Source: an optimization exercise on an open RTL-to-GDS flow (aim: small area, a short achievable clock period and few clock cycles). Production flows keep margins and buffers that such runs may drop. Power is estimated from default activity; no workload was simulated.

== build 91 ==
==> flow/design.v (excerpt) <==
module upe_link (
    input  wire        clk,
    input  wire        rst,
    input  wire        strict,
    input  wire        rx_valid,
    input  wire [7:0]  rx_data,
    output wire        rx_ready,
    output reg         ro_valid,
    input  wire        ro_ready,
    output reg  [1:0]  ro_kind,
    output reg  [7:0]  ro_data,
    output wire [15:0] ro_crc_calc,
    output wire [15:0] ro_crc_recv,
    input  wire        ti_valid,
    input  wire [7:0]  ti_data,
    output wire        ti_ready,
    output reg         to_valid,
    input  wire        to_ready,
    output reg  [7:0]  to_data
);
Size in the first run: about 820 cells after synthesis, about 100 flip-flops, ~7500 um^2 of cells after synthesis.
make LEC_CHECK=0 CAP_MARGIN=20 CORE_MARGIN=2 CORE_UTILIZATION=40 SLEW_MARGIN=20 finish   # period 4.0 ns
run.sh (not shown) runs the stock make flow with config.mk's settings and CLKGATE_MAP_FILE= SYNTH_SCRIPT=/design/flow/synth_recipe.tcl, a recipe that flattens the netlist after the stock synthesis.
### build 91 -> trial 36
- setting ABC_CLOCK_PERIOD_IN_PS to 2000 for the first time
- setting SETUP_SLACK_MARGIN to 1.5 for the first time
Findings:
Looking at length of the first detailed-routing pass in iterations across trial 36 and build 91, the one that comes out lower is build 91. Termination of the worst setup path = ti_ready: build 91; termination of the worst setup path = crc_calc[5]$_SDFFCE_PN0P_: trial 36. The run showing the smaller fmax is build 91. Re post-synthesis area per instance: no difference whatsoever between trial 36 and build 91. Looking at total routing resource utilization after global routing, trial 36 sits 0.27 points higher than build 91 does. Trial 36 reports a higher wire length than build 91 does. Of trial 36 and build 91, the run reporting the lower final area was build 91. Changes observed in trial 36 relative to build 91: setup slack increased by 0.76 ns relative to the old numbers; via count increased by about 3.3% relative to the old numbers.
No functional check of the RTL was part of any run of this note.

* * *

Another version of the RTL of upe_link (not shown whole).
Size in the first run: about 110 flip-flops, about 77 I/O pins.
==> flow/config.mk <==
export PLATFORM = sky130hd
export DESIGN_NAME = upe_link
export DESIGN_NICKNAME = upe_link
export VERILOG_FILES = /design/flow/design.v
export SDC_FILE = /design/flow/constraint.sdc
export NUM_CORES = 4
export LEC_CHECK = 0
export ABC_CLOCK_PERIOD_IN_PS = 2000
export CAP_MARGIN = 20
export CORE_MARGIN = 2
export CORE_UTILIZATION = 55
export CTS_BUF_LIST = sky130_fd_sc_hd__clkbuf_8
export SETUP_SLACK_MARGIN = 2.0
export SLEW_MARGIN = 20
==> flow/constraint.sdc <==
create_clock -name core_clock -period 4.0 [get_ports {clk}]
set_input_delay 0.8000 -clock core_clock [delete_from_list [all_inputs] [get_ports {clk}]]
set_output_delay 0.8000 -clock core_clock [all_outputs]
set_load 0.01 [all_outputs]
standard.sh (not shown) runs the stock make flow with config.mk's settings and CLKGATE_MAP_FILE= SYNTH_SCRIPT=/design/flow/synth_recipe.tcl, a recipe that flattens the netlist after the stock synthesis.
==> flow/flow/run.sh <==
#!/bin/bash
# Standard layout, but let the resizer change a cell's footprint (so it can
# upsize gates and port buffers) and buffer the ports with buf_2.
set -euo pipefail
bash standard.sh MATCH_CELL_FOOTPRINT=0 'BUFFER_PORTS_ARGS=-buffer_cell sky130_fd_sc_hd__buf_2' finish > make_finish.log 2>&1
The baseline completed without violations.
==> next run, changes <==
--- a/flow/config.mk
+++ b/flow/config.mk
@@ -6,4 +6,5 @@
 export NUM_CORES = 4
 export LEC_CHECK = 0
+export ABC_AREA = 1
 export ABC_CLOCK_PERIOD_IN_PS = 2000
 export CAP_MARGIN = 20
@@ -11,4 +12,5 @@
 export CORE_UTILIZATION = 55
 export CTS_BUF_LIST = sky130_fd_sc_hd__clkbuf_8
+export PLACE_DENSITY = 0.75
 export SETUP_SLACK_MARGIN = 2.0
 export SLEW_MARGIN = 20
What happened: Area after synthesis decreases by 1.5%; worst setup slack loses 0.0057 ns; die area decreases by 1.4%; final area decreases by 5.2%.
Function was not checked in any run of this note: the RTL went through the layout flow alone.

* * *

The RTL this note starts from:
==> flow/design.v <==
module upe_link (
    input  wire        clk,
    input  wire        rst,
    input  wire        strict,
    input  wire        rx_valid,
    input  wire [7:0]  rx_data,
    output wire        rx_ready,
    output reg         ro_valid,
    input  wire        ro_ready,
    output reg  [1:0]  ro_kind,
    output reg  [7:0]  ro_data,
    output wire [15:0] ro_crc_calc,
    output wire [15:0] ro_crc_recv,
    input  wire        ti_valid,
    input  wire [7:0]  ti_data,
    output wire        ti_ready,
    output reg         to_valid,
    input  wire        to_ready,
    output reg  [7:0]  to_data
);
    localparam [1:0] K_BYTE  = 2'd0;
    localparam [1:0] K_FRAME = 2'd1;
    localparam [1:0] K_DROP  = 2'd2;
    localparam [15:0] KEY_B0 = 16'h7760;
    localparam [15:0] KEY_B1 = 16'h3019;
    localparam [15:0] KEY_B2 = 16'h065F;
    localparam [15:0] KEY_B3 = 16'h4052;
    localparam [15:0] KEY_B4 = 16'h1625;
    localparam [15:0] KEY_B5 = 16'h431A;
    localparam [15:0] KEY_B6 = 16'h4C8A;
    localparam [15:0] KEY_B7 = 16'hC428;
    function [7:0] key;
        input [3:0] i;
        begin
            key = {KEY_B7[i], KEY_B6[i], KEY_B5[i], KEY_B4[i],
                   KEY_B3[i], KEY_B2[i], KEY_B1[i], KEY_B0[i]};
        end
    endfunction
    function [15:0] dec16;
        input [15:0] c;
        integer k;
        begin
            dec16[0] = ~c[0];
            for (k = 1; k < 16; k = k + 1)
                dec16[k] = c[k] ^ ~|(c & ((16'd1 << k) - 16'd1));
        end
    endfunction
    function [15:0] crc_update;
        input [7:0]  b;
        input [15:0] crc;
        integer k;
        reg [15:0] c;
        begin
            c = crc ^ {b, 8'h00};
            for (k = 0; k < 8; k = k + 1)
                c = c[15] ? ((c << 1) ^ 16'h1021) : (c << 1);
            crc_update = c;
        end
    endfunction
    localparam [3:0] S_IDLE    = 4'd0;
    localparam [3:0] S_SYNC2   = 4'd1;
    localparam [3:0] S_LENLO   = 4'd2;
    localparam [3:0] S_LENHI   = 4'd3;
    localparam [3:0] S_PAYLOAD = 4'd4;
    localparam [3:0] S_CKLO    = 4'd5;
    localparam [3:0] S_CKHI    = 4'd6;
    localparam [3:0] S_FOOT1   = 4'd7;
    localparam [3:0] S_FOOT2   = 4'd8;
    reg [3:0]  stage;
    reg [15:0] rcnt;
    reg [3:0]  rkidx;
    reg        rshort;
    reg [15:0] crc_calc;
    reg        ro_new;       
    assign rx_ready    = !ro_valid || ro_ready;
    assign ro_crc_calc = crc_calc;
    assign ro_crc_recv = rcnt;
    wire       rx_take  = rx_valid && rx_ready;
    wire [7:0]  rkey     = key(rkidx);
    wire [7:0]  rx_plain = rx_data ^ rkey;
    wire [15:0] crc_next = crc_update(ro_data, crc_calc);
    wire [15:0] rcnt_dec = dec16(rcnt);
    wire        crc_ok   = (crc_calc == rcnt);
    reg        rp;
    reg [1:0]  rp_kind;
    reg [7:0]  rp_data;
    always @(*) begin
        rp      = 1'b0;
        rp_kind = K_BYTE;
        rp_data = rx_plain;
        case (stage)
            S_PAYLOAD: rp = 1'b1;
            S_FOOT1: begin
                rp      = (rx_data != 8'hDC);
                rp_kind = K_DROP;
                rp_data = 8'd0;
            end
            S_FOOT2: begin
                rp = 1'b1;
                if (rx_data != 8'hBA) begin
                    rp_kind = K_DROP;
                    rp_data = 8'd0;
                end else if (rshort) begin
                    rp_kind = K_DROP;
                    rp_data = 8'd1;
                end else if (strict && !crc_ok) begin
                    rp_kind = K_DROP;
                    rp_data = 8'd2;
                end else begin
                    rp_kind = K_FRAME;
                    rp_data = {7'd0, crc_ok};
                end
            end
            default: ;
        endcase
    end
    always @(posedge clk) begin
        if (rx_ready) begin
            ro_kind <= rp_kind;
            ro_data <= rp_data;
        end
        if (ro_new)
            crc_calc <= crc_next;
        if (rx_take) begin
            case (stage)
                S_LENLO: rcnt[7:0] <= rx_data;
                S_LENHI: begin
                    rcnt[15:8] <= rx_data;
                    rkidx      <= 4'd0;
                    crc_calc   <= 16'd0;
                    rshort     <= (rx_data == 8'd0) && (rcnt[7:1] == 7'd0);
                end
                S_PAYLOAD: begin
                    rcnt  <= rcnt_dec;
                    rkidx <= rkidx + 4'd1;
                end
                S_CKLO: begin
                    rcnt[7:0] <= rx_plain;
                    rkidx     <= rkidx + 4'd1;
                end
                S_CKHI: rcnt[15:8] <= rx_plain;
                default: ;
            endcase
        end
        if (rst) begin
            stage    <= S_IDLE;
            ro_valid <= 1'b0;
            ro_new   <= 1'b0;
        end else begin
            if (rx_ready)
                ro_valid <= rx_valid && rp;
            ro_new <= rx_take && stage == S_PAYLOAD;
            if (rx_take) begin
                case (stage)
                    S_IDLE:    if (rx_data == 8'hAB) stage <= S_SYNC2;
                    S_SYNC2:   stage <= (rx_data == 8'hCD) ? S_LENLO : S_IDLE;
                    S_LENLO:   stage <= S_LENHI;
                    S_LENHI:   stage <= (rx_data == 8'd0 && rcnt[7:0] == 8'd0) ?
                                        S_CKLO : S_PAYLOAD;
                    S_PAYLOAD: if (rcnt == 16'd1) stage <= S_CKLO;
                    S_CKLO:    stage <= S_CKHI;
                    S_CKHI:    stage <= S_FOOT1;
                    S_FOOT1:   stage <= (rx_data == 8'hDC) ? S_FOOT2 : S_IDLE;
                    default:   stage <= S_IDLE;
                endcase
            end
        end
    end
    localparam [3:0] T_AB   = 4'b0000;
    localparam [3:0] T_CD   = 4'b0001;
    localparam [3:0] T_L0   = 4'b0010;
    localparam [3:0] T_L1   = 4'b0011;
    localparam [3:0] T_PAY  = 4'b1000;
    localparam [3:0] T_K0   = 4'b0100;
    localparam [3:0] T_K1   = 4'b0101;
    localparam [3:0] T_DC   = 4'b0110;
    localparam [3:0] T_BA   = 4'b0111;
    localparam [1:0] I_L0   = 2'b00;    
    localparam [1:0] I_L1   = 2'b01;    
    localparam [1:0] I_PAY  = 2'b10;    
    localparam [1:0] I_HOLD = 2'b11;    
    reg [3:0]  tstate;
    reg [1:0]  tin;
    reg [15:0] tcnt;
    reg [3:0]  tkidx;
    reg [15:0] tcrc;
    reg        tfirst;       
    reg        ti_base;      
    wire out_free = !to_valid || to_ready;
    assign ti_ready = ti_base || (tstate[3] && to_ready);
    wire tx_take  = ti_valid && ti_ready;
    wire pay_take = ti_valid && tstate[3] && out_free;
    wire [7:0]  tkey      = key(tkidx);
    wire [15:0] tcrc_cur  = tfirst ? 16'd0 : tcrc;
    wire [15:0] tcrc_next = crc_update(ti_data, tcrc_cur);
    wire [15:0] tcnt_dec  = dec16(tcnt);
    reg       tg;
    reg [7:0] tg_data;
    always @(*) begin
        tg      = 1'b1;
        tg_data = 8'hAB;
        case (tstate)
            T_AB: begin
                tg      = (tin != I_L0) || ti_valid;
                tg_data = 8'hAB;
            end
            T_CD:  tg_data = 8'hCD;
            T_L0: begin
                tg      = tin[1];
                tg_data = tcnt[7:0];
            end
            T_L1: begin
                tg      = tin[1];
                tg_data = tcnt[15:8];
            end
            T_PAY: begin
                tg      = ti_valid;
                tg_data = ti_data ^ tkey;
            end
            T_K0:  tg_data = tcrc_cur[7:0] ^ tkey;
            T_K1:  tg_data = tcrc_cur[15:8] ^ tkey;
            T_DC:  tg_data = 8'hDC;
            default: tg_data = 8'hBA;
        endcase
    end
    reg [3:0] tstate_n;
    reg [1:0] tin_n;
    always @(*) begin
        tin_n    = tin;
        tstate_n = tstate;
        if (tx_take && tin == I_L0)
            tin_n = I_L1;
        if (tx_take && tin == I_L1)
            tin_n = (ti_data == 8'd0 && tcnt[7:0] == 8'd0) ? I_HOLD : I_PAY;
        if (out_free && tg) begin
            case (tstate)
                T_AB: tstate_n = T_CD;
                T_CD: tstate_n = T_L0;
                T_L0: tstate_n = T_L1;
                T_L1: begin
                    if (tin == I_HOLD) begin
                        tin_n    = I_L0;
                        tstate_n = T_K0;
                    end else begin
                        tstate_n = T_PAY;
                    end
                end
                T_PAY: begin
                    if (tcnt == 16'd1) begin
                        tin_n    = I_L0;
                        tstate_n = T_K0;
                    end
                end
                T_K0: tstate_n = T_K1;
                T_K1: tstate_n = T_DC;
                T_DC: tstate_n = T_BA;
                default: tstate_n = T_AB;
            endcase
        end
    end
    wire to_valid_n = out_free ? tg : 1'b1;
    always @(posedge clk) begin
        if (out_free)
            to_data <= tg_data;
        if (tx_take && tin == I_L0)
            tcnt[7:0] <= ti_data;
        if (tx_take && tin == I_L1)
            tcnt[15:8] <= ti_data;
        if (out_free && tg && tstate == T_L1) begin
            tkidx  <= 4'd0;
            tfirst <= 1'b1;
        end
        if (pay_take) begin
            tcrc   <= tcrc_next;
            tfirst <= 1'b0;
            tcnt   <= tcnt_dec;
            tkidx  <= tkidx + 4'd1;
        end
        if (out_free && tstate == T_K0)
            tkidx <= tkidx + 4'd1;
        if (rst) begin
            tstate   <= T_AB;
            tin      <= I_L0;
            to_valid <= 1'b0;
            ti_base  <= 1'b1;
        end else begin
            tstate   <= tstate_n;
            tin      <= tin_n;
            to_valid <= to_valid_n;
            ti_base  <= !tin_n[1] || (tstate_n[3] && !to_valid_n);
        end
    end
endmodule
export LEC_CHECK = 0
export ABC_AREA = 1
export ABC_CLOCK_PERIOD_IN_PS = 2000
export CAP_MARGIN = 20
export CORE_MARGIN = 2
export CORE_UTILIZATION = 55
export CTS_BUF_LIST = sky130_fd_sc_hd__clkbuf_8
export SETUP_SLACK_MARGIN = 2.3
export SLEW_MARGIN = 20
create_clock -name core_clock -period 4.0 [get_ports {clk}]
Scripts as last shown in full above: flow/flow/run.sh
Edit:
- ABC_AREA: 1 -> unset
- SETUP_SLACK_MARGIN: 2.3 -> 2.0
After rerunning: First-iteration DRC count went down by 8.6%. Critical path depth goes up by 1. Clock-buffer cell count does not change. Die area went down by 5.4%. Hold slack gets better by 0.080 ns. Wire length falls by 14%. Total power is higher by 11%. Cell count went down by 28%. Non-clock buffer count shrinks by 88. Sequential share of layout area climbs by 5.8 points.
Edit:
- ABC_AREA: unset -> 1
Effect: The new run ran to the end with no violations; routed wire length went up by about 5%; non-clock buffer count drops by 27; die area rose by about 6%.
Function was not checked in any run of this note: the RTL went through the layout flow alone.

port drivers added, routing unchanged:
The results above use ideal ports. As a check the final layouts listed here were re-extracted and re-timed, cells and wires unchanged. Step 1 assumes that a clkbuf_16 drives the clock port and a buf_2 every other input. Step 2, shift: input delay + t, output delay - t, t = (earliest + latest rising clock arrival at the registers) / 2. This alone moves slack from input paths to output paths. Slacks: ideal / step 1 / step 2; pairs: ideal / step 1.
run | shift t [ns] | setup slack, ns | worst register clock-pin slew, ns | pins driven straight from the clock port
build 91 | 0.395 | 0.610 / 0.567 / 0.750 | 0.07 / 0.07 | 1
trial 36 | 0.394 | 1.367 / 1.347 / 1.120 | 0.07 / 0.07 | 1
the first run of note 2 | 0.412 | 1.830 / 1.830 / 1.620 | 0.12 / 0.12 | 1
the second run of note 2 | 0.430 | 1.824 / 1.786 / 1.653 | 0.11 / 0.11 | 1
the first run of note 3 | 0.429 | 2.049 / 1.999 / 1.904 | 0.12 / 0.12 | 1
the second run of note 3 | 0.424 | 1.827 / 1.816 / 1.391 | 0.11 / 0.11 | 1
the third run of note 3 | 0.428 | 1.973 / 1.950 / 1.777 | 0.11 / 0.11 | 1
After both steps every run listed still meets setup and hold. For the second run of note 3, which loses most, drivers alone change the setup slack by -0.011 ns; drivers and shift together by -0.436 ns.
